Context: an optimization exercise on an open-source flow, tuned for small area, a short achievable clock period and few clock cycles per item. The choices shown serve that exercise and are no tape-out recipe. Function was checked by simulation only, so behaviour that the tests miss may differ from the original.

### flow/config.mk
export PLATFORM = sky130hd
export DESIGN_NAME = dct8x8
export DESIGN_NICKNAME = dct8x8
export VERILOG_FILES = /design/flow/design.v
export SDC_FILE = /design/flow/constraint.sdc
export NUM_CORES = 4
export LEC_CHECK = 0
export CAP_MARGIN = 20
export CORE_MARGIN = 2
export CORE_UTILIZATION = 40
export PLACE_DENSITY = 0.6
export SLEW_MARGIN = 20
### flow/constraint.sdc
create_clock -name core_clock -period 14.0 [get_ports {clk}]
set_input_delay 2.8000 -clock core_clock [delete_from_list [all_inputs] [get_ports {clk}]]
set_output_delay 2.8000 -clock core_clock [all_outputs]
set_load 0.01 [all_outputs]
### flow/design.v
module dct8x8 (
    input  wire        clk,
    input  wire        rst,
    input  wire        in_valid,
    output wire        in_ready,
    input  wire [15:0] in_data,
    input  wire        in_inv,
    output wire        out_valid,
    input  wire        out_ready,
    output wire [15:0] out_data
);
    function automatic [3:0] acode(input [2:0] k, input [2:0] n);
        case ({k, n})
            6'o00, 6'o01, 6'o02, 6'o03, 6'o04, 6'o05, 6'o06, 6'o07: acode = 4'h0;
            6'o10: acode = 4'h1; 6'o11: acode = 4'h3; 6'o12: acode = 4'h4; 6'o13: acode = 4'h6;
            6'o14: acode = 4'he; 6'o15: acode = 4'hc; 6'o16: acode = 4'hb; 6'o17: acode = 4'h9;
            6'o20: acode = 4'h2; 6'o21: acode = 4'h5; 6'o22: acode = 4'hd; 6'o23: acode = 4'ha;
            6'o24: acode = 4'ha; 6'o25: acode = 4'hd; 6'o26: acode = 4'h5; 6'o27: acode = 4'h2;
            6'o30: acode = 4'h3; 6'o31: acode = 4'he; 6'o32: acode = 4'h9; 6'o33: acode = 4'hc;
            6'o34: acode = 4'h4; 6'o35: acode = 4'h1; 6'o36: acode = 4'h6; 6'o37: acode = 4'hb;
            6'o40: acode = 4'h0; 6'o41: acode = 4'h8; 6'o42: acode = 4'h8; 6'o43: acode = 4'h0;
            6'o44: acode = 4'h0; 6'o45: acode = 4'h8; 6'o46: acode = 4'h8; 6'o47: acode = 4'h0;
            6'o50: acode = 4'h4; 6'o51: acode = 4'h9; 6'o52: acode = 4'h6; 6'o53: acode = 4'h3;
            6'o54: acode = 4'hb; 6'o55: acode = 4'he; 6'o56: acode = 4'h1; 6'o57: acode = 4'hc;
            6'o60: acode = 4'h5; 6'o61: acode = 4'ha; 6'o62: acode = 4'h2; 6'o63: acode = 4'hd;
            6'o64: acode = 4'hd; 6'o65: acode = 4'h2; 6'o66: acode = 4'ha; 6'o67: acode = 4'h5;
            6'o70: acode = 4'h6; 6'o71: acode = 4'hc; 6'o72: acode = 4'h3; 6'o73: acode = 4'h9;
            6'o74: acode = 4'h1; 6'o75: acode = 4'hb; 6'o76: acode = 4'h4; 6'o77: acode = 4'he;
            default: acode = 4'h0;
        endcase
    endfunction
    reg  [1:0]  fc;
    reg  [15:0] f0, f1;
    wire        oen = (fc != 2'd2);
    reg  [5:0]  in_cnt;
    reg         ib;
    reg         xv;
    reg  [15:0] xd;
    reg         xinv;
    reg  [5:0]  xidx;
    reg         xbank;
    reg  [3:0]  tx_cnt;
    reg  [2:0]  tx_row;
    reg         tx_bank;
    reg         tx_inv;
    reg  [1:0]  full;
    reg  [1:0]  binv;
    wire tx_ok = (tx_cnt == 4'd0) | ((tx_cnt <= 4'd2) & ~full[tx_bank]);
    assign in_ready = ~((in_cnt[2:0] == 3'd7) & ~tx_ok);
    wire in_acc = in_valid & in_ready;
    always @(posedge clk) begin
        xd    <= in_data;
        xinv  <= in_inv;
        xidx  <= in_cnt;
        xbank <= ib;
        if (rst) begin
            in_cnt <= 6'd0;
            ib     <= 1'b0;
            xv     <= 1'b0;
        end else begin
            xv <= in_acc;
            if (in_acc) begin
                in_cnt <= in_cnt + 6'd1;
                if (in_cnt == 6'd63)
                    ib <= ~ib;
            end
        end
    end
    wire [30:0] xp [0:6];
    mcm #(.W(16)) u_mcm1 (.x(xd),
        .p0(xp[0]), .p1(xp[1]), .p2(xp[2]), .p3(xp[3]), .p4(xp[4]), .p5(xp[5]), .p6(xp[6]));
    wire [2:0]  xn = xidx[2:0];
    reg  [29:0] acc     [0:7];
    reg  [29:0] acc_nxt [0:7];
    reg  [3:0]  cd;
    reg  [29:0] pr;
    reg  [29:0] base;
    integer v;
    always @* begin
        for (v = 0; v < 8; v = v + 1) begin
            cd   = acode(v[2:0], xn);
            pr   = xp[cd[2:0]][29:0];
            base = (xn == 3'd0) ? 30'd256 : acc[v];
            if (xinv)
                acc_nxt[v] = (xn == v[2:0]) ? {{5{xd[15]}}, xd, 9'd0} : acc[v];
            else
                acc_nxt[v] = base + (pr ^ {30{cd[3]}}) + {29'd0, cd[3]};
        end
    end
    always @(posedge clk)
        if (xv)
            for (v = 0; v < 8; v = v + 1)
                acc[v] <= acc_nxt[v];
    reg  [20:0] tx [0:7];
    wire tx_load  = xv & (xn == 3'd7);
    wire tx_drain = (tx_cnt != 4'd0) & ~full[tx_bank];
    wire tx_fin   = tx_drain & (tx_cnt == 4'd1) & (tx_row == 3'd7);
    integer ti;
    always @(posedge clk) begin
        if (tx_load) begin
            for (ti = 0; ti < 8; ti = ti + 1)
                tx[ti] <= acc_nxt[ti][29:9];
            tx_row  <= xidx[5:3];
            tx_bank <= xbank;
            tx_inv  <= xinv;
        end else if (tx_drain) begin
            for (ti = 0; ti < 7; ti = ti + 1)
                tx[ti] <= tx[ti+1];
        end
        if (rst)
            tx_cnt <= 4'd0;
        else if (tx_load)
            tx_cnt <= 4'd8;
        else if (tx_drain)
            tx_cnt <= tx_cnt - 4'd1;
    end
    reg         c_busy;
    reg  [5:0]  c_cnt;
    reg         rb;
    wire        c_adv  = oen & c_busy;
    wire        c_last = c_adv & (c_cnt == 6'd63);
    always @(posedge clk) begin
        if (tx_fin)
            binv[tx_bank] <= tx_inv;
        if (rst) begin
            full   <= 2'b00;
            c_busy <= 1'b0;
            c_cnt  <= 6'd0;
            rb     <= 1'b0;
        end else begin
            if (tx_fin)
                full[tx_bank] <= 1'b1;
            if (c_last)
                full[rb] <= 1'b0;
            if (oen) begin
                if (c_busy) begin
                    c_cnt <= c_cnt + 6'd1;
                    if (c_cnt == 6'd63) begin
                        rb     <= ~rb;
                        c_busy <= full[~rb] | (tx_fin & (tx_bank == ~rb));
                    end
                end else begin
                    c_busy <= full[rb] | (tx_fin & (tx_bank == rb));
                    c_cnt  <= 6'd0;
                end
            end
        end
    end
    wire [20:0] hd0 [0:7];
    wire [20:0] hd1 [0:7];
    genvar gr;
    generate
        for (gr = 0; gr < 8; gr = gr + 1) begin : g_row
            reg  [167:0] q0, q1;
            wire tx0 = tx_drain & (tx_bank == 1'b0) & (tx_row == gr);
            wire tx1 = tx_drain & (tx_bank == 1'b1) & (tx_row == gr);
            wire rd0 = c_adv & (rb == 1'b0);
            wire rd1 = c_adv & (rb == 1'b1);
            always @(posedge clk) begin
                if (tx0 | rd0)
                    q0 <= {(tx0 ? tx[0] : q0[20:0]), q0[167:21]};
                if (tx1 | rd1)
                    q1 <= {(tx1 ? tx[0] : q1[20:0]), q1[167:21]};
            end
            assign hd0[gr] = q0[20:0];
            assign hd1[gr] = q1[20:0];
        end
    endgenerate
    wire        cinv = binv[rb];
    wire [2:0]  co   = c_cnt[5:3];
    wire signed [20:0] h [0:7];
    genvar gh;
    generate
        for (gh = 0; gh < 8; gh = gh + 1) begin : g_h
            assign h[gh] = rb ? hd1[gh] : hd0[gh];
        end
    endgenerate
    wire signed [21:0] fe0 = h[0] + h[7];
    wire signed [21:0] fe1 = h[1] + h[6];
    wire signed [21:0] fe2 = h[2] + h[5];
    wire signed [21:0] fe3 = h[3] + h[4];
    wire signed [21:0] fo0 = h[0] - h[7];
    wire signed [21:0] fo1 = h[1] - h[6];
    wire signed [21:0] fo2 = h[2] - h[5];
    wire signed [21:0] fo3 = h[3] - h[4];
    wire signed [22:0] z0 = cinv ? h[0] : fe0 + fe3;
    wire signed [22:0] z1 = cinv ? h[4] : fe1 + fe2;
    wire signed [22:0] wa = cinv ? h[2] : fe0 - fe3;
    wire signed [22:0] wb = cinv ? h[6] : fe1 - fe2;
    wire signed [21:0] w0 = cinv ? h[1] : fo0;
    wire signed [21:0] w1 = cinv ? h[3] : fo1;
    wire signed [21:0] w2 = cinv ? h[5] : fo2;
    wire signed [21:0] w3 = cinv ? h[7] : fo3;
    wire        e1448 = cinv | (co == 3'd0) | (co == 3'd4);
    wire        s4    = cinv ? (co == 3'd1 || co == 3'd2 || co == 3'd5 || co == 3'd6) : (co == 3'd4);
    wire signed [23:0] mz  = s4 ? z0 - z1 : z0 + z1;
    wire signed [23:0] mA  = e1448 ? mz : 24'sd0;
    wire        epat = cinv | (co == 3'd2) | (co == 3'd6);
    wire        pat1 = cinv ? (co == 3'd1 || co == 3'd2 || co == 3'd5 || co == 3'd6) : (co == 3'd6);
    wire        npat = cinv & (co == 3'd2 || co == 3'd3 || co == 3'd4 || co == 3'd5);
    wire signed [22:0] pp  = pat1 ? wb : wa;
    wire signed [22:0] qq  = pat1 ? wa : wb;
    wire        sp  = epat & (pat1 ^ npat);
    wire        sq  = epat & npat;
    wire [22:0] pA  = epat ? (pp ^ {23{sp}}) : 23'd0;
    wire [22:0] qA  = epat ? (qq ^ {23{sq}}) : 23'd0;
    wire        eodd = cinv | co[0];
    wire [1:0]  oi   = cinv ? (co[2] ? ~co[1:0] : co[1:0]) : co[2:1];
    wire        nodd = cinv & co[2];
    reg  signed [21:0] oa, ob, oc, od;
    reg         na, nb, nc, nd;
    always @* begin
        case (oi)
            2'd0: begin oa = w0; na = 1'b0; ob = w1; nb = 1'b0; oc = w2; nc = 1'b0; od = w3; nd = 1'b0; end
            2'd1: begin oa = w2; na = 1'b1; ob = w0; nb = 1'b0; oc = w3; nc = 1'b1; od = w1; nd = 1'b1; end
            2'd2: begin oa = w1; na = 1'b1; ob = w3; nb = 1'b0; oc = w0; nc = 1'b0; od = w2; nd = 1'b0; end
            default: begin oa = w3; na = 1'b1; ob = w2; nb = 1'b0; oc = w1; nc = 1'b1; od = w0; nd = 1'b0; end
        endcase
    end
    wire        sa = eodd & (na ^ nodd);
    wire        sb = eodd & (nb ^ nodd);
    wire        sc = eodd & (nc ^ nodd);
    wire        sd = eodd & (nd ^ nodd);
    wire [21:0] aA = eodd ? (oa ^ {22{sa}}) : 22'd0;
    wire [21:0] bA = eodd ? (ob ^ {22{sb}}) : 22'd0;
    wire [21:0] cA = eodd ? (oc ^ {22{sc}}) : 22'd0;
    wire [21:0] dA = eodd ? (od ^ {22{sd}}) : 22'd0;
    reg         va;
    reg         a_inv;
    reg  [5:0]  a_idx;
    reg  [23:0] ra_m;
    reg  [22:0] ra_p, ra_q;
    reg  [21:0] ra_a, ra_b, ra_c, ra_d;
    reg  [5:0]  ra_s;    
    always @(posedge clk) begin
        if (rst)
            va <= 1'b0;
        else if (oen)
            va <= c_busy;
        if (oen) begin
            a_inv <= cinv;
            a_idx <= c_cnt;
            ra_m  <= mA;
            ra_p  <= pA;
            ra_q  <= qA;
            ra_a  <= aA;
            ra_b  <= bA;
            ra_c  <= cA;
            ra_d  <= dA;
            ra_s  <= {sp, sq, sa, sb, sc, sd};
        end
    end
    wire signed [30:0] m31 = {{7{ra_m[23]}}, ra_m};
    wire signed [30:0] p31 = {{8{ra_p[22]}}, ra_p};
    wire signed [30:0] q31 = {{8{ra_q[22]}}, ra_q};
    wire signed [30:0] a31 = {{9{ra_a[21]}}, ra_a};
    wire signed [30:0] b31 = {{9{ra_b[21]}}, ra_b};
    wire signed [30:0] c31 = {{9{ra_c[21]}}, ra_c};
    wire signed [30:0] d31 = {{9{ra_d[21]}}, ra_d};
    wire [30:0] corr = (a_inv ? 31'd256 : 31'd16384)
                     + (ra_s[5] ? 31'd1892 : 31'd0) + (ra_s[4] ? 31'd784 : 31'd0)
                     + (ra_s[3] ? 31'd2009 : 31'd0) + (ra_s[2] ? 31'd1703 : 31'd0)
                     + (ra_s[1] ? 31'd1138 : 31'd0) + (ra_s[0] ? 31'd400 : 31'd0);
    wire [30:0] csum = corr
        + (m31 <<< 10) + (m31 <<< 9) - (m31 <<< 6) - (m31 <<< 4) - (m31 <<< 3)
        + (p31 <<< 11) - (p31 <<< 7) - (p31 <<< 5) + (p31 <<< 2)
        + (q31 <<< 9) + (q31 <<< 8) + (q31 <<< 4)
        + (a31 <<< 11) - (a31 <<< 5) - (a31 <<< 3) + a31
        + (b31 <<< 11) - (b31 <<< 9) + (b31 <<< 7) + (b31 <<< 5) + (b31 <<< 3) - b31
        + (c31 <<< 10) + (c31 <<< 7) - (c31 <<< 4) + (c31 <<< 1)
        + (d31 <<< 9) - (d31 <<< 7) + (d31 <<< 4);
    reg         vb;
    reg         b_inv;
    reg  [2:0]  b_k;
    reg  [30:0] rsum;
    always @(posedge clk) begin
        if (rst)
            vb <= 1'b0;
        else if (oen)
            vb <= va;
        if (oen) begin
            b_inv <= a_inv;
            b_k   <= a_idx[2:0];
            rsum  <= csum;
        end
    end
    wire [20:0] tt = rsum[29:9];
    wire [30:0] tp [0:6];
    mcm #(.W(21)) u_mcm2 (.x(tt),
        .p0(tp[0]), .p1(tp[1]), .p2(tp[2]), .p3(tp[3]), .p4(tp[4]), .p5(tp[5]), .p6(tp[6]));
    reg  [30:0] ea [0:3];
    reg  [30:0] oa2 [0:3];
    reg         r2_done;
    reg  [3:0]  cd2;
    reg  [30:0] pr2, base2;
    reg  [30:0] r2_nxt [0:3];
    integer c;
    always @* begin
        for (c = 0; c < 4; c = c + 1) begin
            cd2 = acode(b_k, c[2:0]);
            pr2 = tp[cd2[2:0]];
            if (b_k[0])
                base2 = (b_k == 3'd1) ? 31'd0 : oa2[c];
            else
                base2 = (b_k == 3'd0) ? 31'd16384 : ea[c];
            r2_nxt[c] = base2 + (pr2 ^ {31{cd2[3]}}) + {30'd0, cd2[3]};
        end
    end
    wire r2_en = oen & vb & b_inv;
    always @(posedge clk) begin
        if (r2_en)
            for (c = 0; c < 4; c = c + 1) begin
                if (b_k[0])
                    oa2[c] <= r2_nxt[c];
                else
                    ea[c] <= r2_nxt[c];
            end
        if (rst)
            r2_done <= 1'b0;
        else if (oen)
            r2_done <= vb & b_inv & (b_k == 3'd7);
    end
    wire [30:0] ysum [0:7];
    genvar gy;
    generate
        for (gy = 0; gy < 4; gy = gy + 1) begin : g_y
            assign ysum[gy]     = ea[gy] + oa2[gy];
            assign ysum[7 - gy] = ea[gy] - oa2[gy];
        end
    endgenerate
    reg  [15:0] yreg;
    reg         yv;
    reg  [15:0] sq_d [0:7];
    reg  [7:0]  sv;
    integer si;
    always @(posedge clk) begin
        if (oen) begin
            yreg <= rsum[30:15];
            if (r2_done) begin
                for (si = 0; si < 8; si = si + 1)
                    sq_d[si] <= ysum[si][30:15];
            end else begin
                for (si = 0; si < 7; si = si + 1)
                    sq_d[si] <= sq_d[si+1];
                sq_d[7] <= yreg;
            end
        end
        if (rst) begin
            yv <= 1'b0;
            sv <= 8'd0;
        end else if (oen) begin
            yv <= vb & ~b_inv;
            if (r2_done)
                sv <= 8'hff;
            else
                sv <= {yv, sv[7:1]};
        end
    end
    wire push = oen & sv[0];
    wire pop  = (fc != 2'd0) & out_ready;
    always @(posedge clk) begin
        if (rst) begin
            fc <= 2'd0;
        end else begin
            case (fc)
                2'd0: if (push) fc <= 2'd1;
                2'd1: if (push & ~pop) fc <= 2'd2; else if (~push & pop) fc <= 2'd0;
                default: if (pop) fc <= 2'd1;
            endcase
        end
        case (fc)
            2'd0: if (push) f0 <= sq_d[0];
            2'd1: begin
                if (pop & push) f0 <= sq_d[0];
                if (~pop & push) f1 <= sq_d[0];
            end
            default: if (pop) f0 <= f1;
        endcase
    end
    assign out_valid = (fc != 2'd0);
    assign out_data  = f0;
endmodule
module mcm #(parameter W = 16) (
    input  wire [W-1:0] x,
    output wire [30:0]  p0,
    output wire [30:0]  p1,
    output wire [30:0]  p2,
    output wire [30:0]  p3,
    output wire [30:0]  p4,
    output wire [30:0]  p5,
    output wire [30:0]  p6
);
    wire signed [30:0] x1    = {{(31-W){x[W-1]}}, x};
    wire signed [30:0] x3    = (x1 <<< 1) + x1;
    wire signed [30:0] x5    = (x1 <<< 2) + x1;
    wire signed [30:0] x25   = (x3 <<< 3) + x1;
    wire signed [30:0] x49   = (x3 <<< 4) + x1;
    wire signed [30:0] x39   = (x5 <<< 3) - x1;
    wire signed [30:0] x13   = (x3 <<< 2) + x1;
    wire signed [30:0] x45   = (x3 <<< 4) - x3;
    wire signed [30:0] x181  = (x45 <<< 2) + x1;
    wire signed [30:0] x473  = (x1 <<< 9) - x39;
    wire signed [30:0] x2009 = (x1 <<< 11) - x39;
    wire signed [30:0] x1703 = (x13 <<< 7) + x39;
    wire signed [30:0] x569  = x473 + (x3 <<< 5);
    assign p0 = x181 <<< 3;
    assign p1 = x2009;
    assign p2 = x473 <<< 2;
    assign p3 = x1703;
    assign p4 = x569 <<< 1;
    assign p5 = x49 <<< 4;
    assign p6 = x25 <<< 4;
endmodule
### flow/run.sh
#!/bin/bash
# synth_recipe.tcl (not shown) runs the flow's synth.tcl, then flattens the netlist and writes it again
# the make line also repeats each setting of config.mk as NAME=value (left out here)
make -C /OpenROAD-flow-scripts/flow DESIGN_CONFIG=/design/flow/config.mk WORK_HOME=/design/flow/orfs CLKGATE_MAP_FILE= SYNTH_SCRIPT=/design/flow/synth_recipe.tcl finish
==> results.txt <==
[path summary, 6_finish.rpt]
path / end / slack [ns] / depth (start not counted)
worst max register to register: ea[1][30]$_DFFE_PP_ / 2.57 / 47
worst max-delay path: ea[1][30]$_DFFE_PP_ / 2.57 / 47
worst min-delay path: g_row[1].q1[36]$_DFFE_PP_ / 0.35 / 0
worst min register to register: g_row[1].q1[36]$_DFFE_PP_ / 0.35 / 0
[cell usage after synthesis (107+ instances only)]
cell	instances	area [um^2]
a211oi_1	135	1010
a21o_1	334	2510
a21oi_1	1442	7220
a31oi_1	178	1110
and3_1	124	776
buf_1	159	597
clkbuf_1	533	2000
edfxtp_1	3715	112000
fa_1	671	13400
ha_1	1419	17800
inv_1	1373	5150
mux2_2	583	6570
mux2i_1	386	3860
nand2_1	1202	4510
nand2b_1	191	1190
nand3_1	183	916
nor2_1	1618	6070
nor2b_1	350	2190
nor3_1	299	1500
o211ai_1	107	803
o21a_1	143	1070
o21ai_0	798	3990
o21bai_1	171	1280
o31ai_1	110	826
xnor2_1	1057	9260
xor2_1	421	3690
[per-stage QoR]
stage | instances | worst slack (ns) | hold slack [ns]
2_1_floorplan | 18998 | 0.0238 | 0.339
4_1_cts | 26613 | 2.57 | 0.347
3_3_place_gp | 25909 | 2.54 | 0.356
6_report | 26630 | 2.57 | 0.353
3_5_place_dp | 25910 | 2.68 | 0.360
5_1_grt | 26615 | 1.35 | 0.362
[layer usage]
metal / GRT usage, % / wire length [um] / up-vias
li1: - / - / 68594
met1: 32.2 / 296000 / 72777
met2: 34.6 / 285000 / 4722
met3: 2.80 / 38100 / 977
met4: 8.93 / 29400 / 2
met5: 0 / 11 / -
[sequential cells by signal, indices dropped and copies added, names as in the netlist, 23 cells and up, named ones only]
name and cells:
ea 124, tx 168, oa2 124, g_row.q0 1344
ra_m 24, g_row.q1 1344, ra_q 23, acc 234
sq_d 128, ra_p 23
[area by class of cell]
class	instances	area, um^2
Fill cell	50575	309000
Sequential cell	3775	113000
Multi-Input combinational cell	13134	102000
Clock buffer	462	10100
Tap cell	7287	9120
Inverter	1390	5240
Timing Repair Buffer	325	2700
Clock inverter	241	2370
Antenna cell	16	40.0
[critical path: cells and delay by family, from the launching register on]
family                   cells  cell delay [ns]
AO/OA/AOI/OAI               28             5.90
XOR/XNOR                     4             0.94
adder cells (fa/ha/maj)      6             2.25
buffers and inverters        4             0.40
flip-flops                   1             0.80
AND/OR/NAND/NOR              5             0.80
[cell families (layout without fill, tap and decap cells)]
| logic type | count (synthesis) | after routing | synth area share [%] |
|---|---|---|---|
| compound gates | 4129 | 4129 | 11.7 |
| xor+xnor | 1486 | 1486 | 5.91 |
| fa+ha+maj | 2099 | 2099 | 14.1 |
| buf+inv | 2089 | 2418 | 3.54 |
| flops | 3775 | 3775 | 50.7 |
| mux | 987 | 987 | 4.88 |
| other cells | 0 | 16 | 0 |
| simple gates | 4433 | 4433 | 9.18 |
[placed cells by master, fill, tap and decap left out, types with 183 or more instances in the layout]
master	count
nand3_1	183
nor2b_1	348
clkbuf_16	392
xor2_1	420
inv_1	1371
a21o_1	334
buf_4	271
nor2_1	1603
mux2i_1	382
xnor2_1	1054
a21oi_1	1438
ha_1	1416
o21ai_0	789
fa_1	671
mux2_2	583
nor3_1	294
edfxtp_1	3715
nand2_1	1193
nand2b_1	188
==> impl_results.md <==
- Status: timing/DRC/antenna clean
- First-pass GRT wire length: 944000 um
- Vias in the first global route: 141270
- Shortest period the worst path allows: 11.43 ns
- Worst-Skew Late Latency: 1.04 ns
- Hold crit path type: reg2reg
- Final setup viols: 0
- Post-CTS setup buffers: 0
- Unrepaired setup endpoints after global routing: no
- Ys Warns: 15
- Max-slew headroom: 15.3%
- Post-detail-place hpwl: 477000 um
- Cell Rows: 273
- Post-synthesis cell count: 18998
- Die width: 749 um
- Pin count of the biggest net entering global routing: 169
- Die area: 0.562 mm^2
- Worst clock skew: 0.0860 ns
- Antenna-violating nets left: 0
- Worst slew pin tran: 1.27 ns
- Mean Syn Cell Area: 11.7 um^2
- I/O pins: 39
- H-Tree Depth: 5
- Share of layout cells above drive strength 1: 8.79%
- Placed Area: 0.232 mm^2
- Drt wl/cell: 24.4 um
- Syn_nets: 21109
- Crit path DAT: 12.12 ns
- Nets: 21127
- Post-synth EDFFs: 3715
- Slowest stage delay, CP: 0.80 ns
- Design area: 0.244 mm^2
- Core Area: 0.553 mm^2
- Slowest cell on crit path: edfxtp_1
- Startpoint Class: flop
- Via density: 5.52
- Maxcap violations: 0
- Final core utilization: 44.2%
- Setup tns final: 0 ns
- Period Utilization, post-route: 81.6%
- Clock root buffer master: clkbuf_16
- Max-slew violations: 0
- Initial DRC count: 14461
- Pre-Repair DR Iteration Count: 6
- Cell variety after synth: 113
- Worst path most repeated cell: a21oi_1
- RD Place Congestion: 0.957
- Crit Path Max Fanout: 18
- Hold path startpoint: g_row[1].q1[57]$_DFFE_PP_
- Post-CTS Hold Buffers: 0
- Worst setup path start: rsum[11]$_DFFE_PN_
- Synth Register Bits: 3775
- FMAX: 87.5 MHz
- Synth-to-layout area growth: 9.95%
- Worst Path Class, Setup: reg2reg
- Clock Path Buffers: 4
- Hold Vio Cnt, Final: 0
- Crit. End Element: flop
- Initial antenna violation count: 22
- Final WL: 649000 um
- Seq/Total Area, Yosys: 50.7%
- FF-to-FF Start: rsum[11]$_DFFE_PN_
- CTS tree: built
- Worst-path clk slew: 0.06 ns
- Starting Density: 40.2%
- Global-route congestion overflow total: 0
- Vias: 147072
- Buffers on Ports: 38
- Synth Cell Area: 0.222 mm^2
- Post-synth top flop: edfxtp_1
- Async set or reset register ratio after synthesis: 0%
- Cts bufs inserted: 390
- CTS Sinks: 3775
- CTS resizes: 0
- Chip height: 749 um
- Critical Path RT: 14.70 ns
- DRC viols: 0
- GRT Overall Usage: 22.4%
Testbench counts, summed over its fixed seeds: cycles 33,448, blocks 512.

[afterwards: timing with drivers on the ports]
No port has a modelled driver above. Below, the same layout with a new extraction and two added sets of constraints.
Step 1 (the two cells are an assumption about what drives the block):
set clk [get_ports {clk}]
set_driving_cell -lib_cell sky130_fd_sc_hd__clkbuf_16 $clk
set_driving_cell -lib_cell sky130_fd_sc_hd__buf_2 [delete_from_list [all_inputs] $clk]
Step 2 also shifts input and output timing later by t, the mid clock arrival at the registers, as if the neighbouring blocks saw the same clock.
Three values: ideal, step 1, step 2; two values: the first two.
t (ns): 1.131
setup slack, ns: 2.574 / 2.574 / 2.574
worst setup path after step 2: register to register
worst register clock-pin slew, ns: 0.07 / 0.07
cell pins on the clock port's net: 1
After both steps setup and hold are still met in this run. For this run, drivers alone change the setup slack by 0.000 ns; drivers and shift together by 0.000 ns.
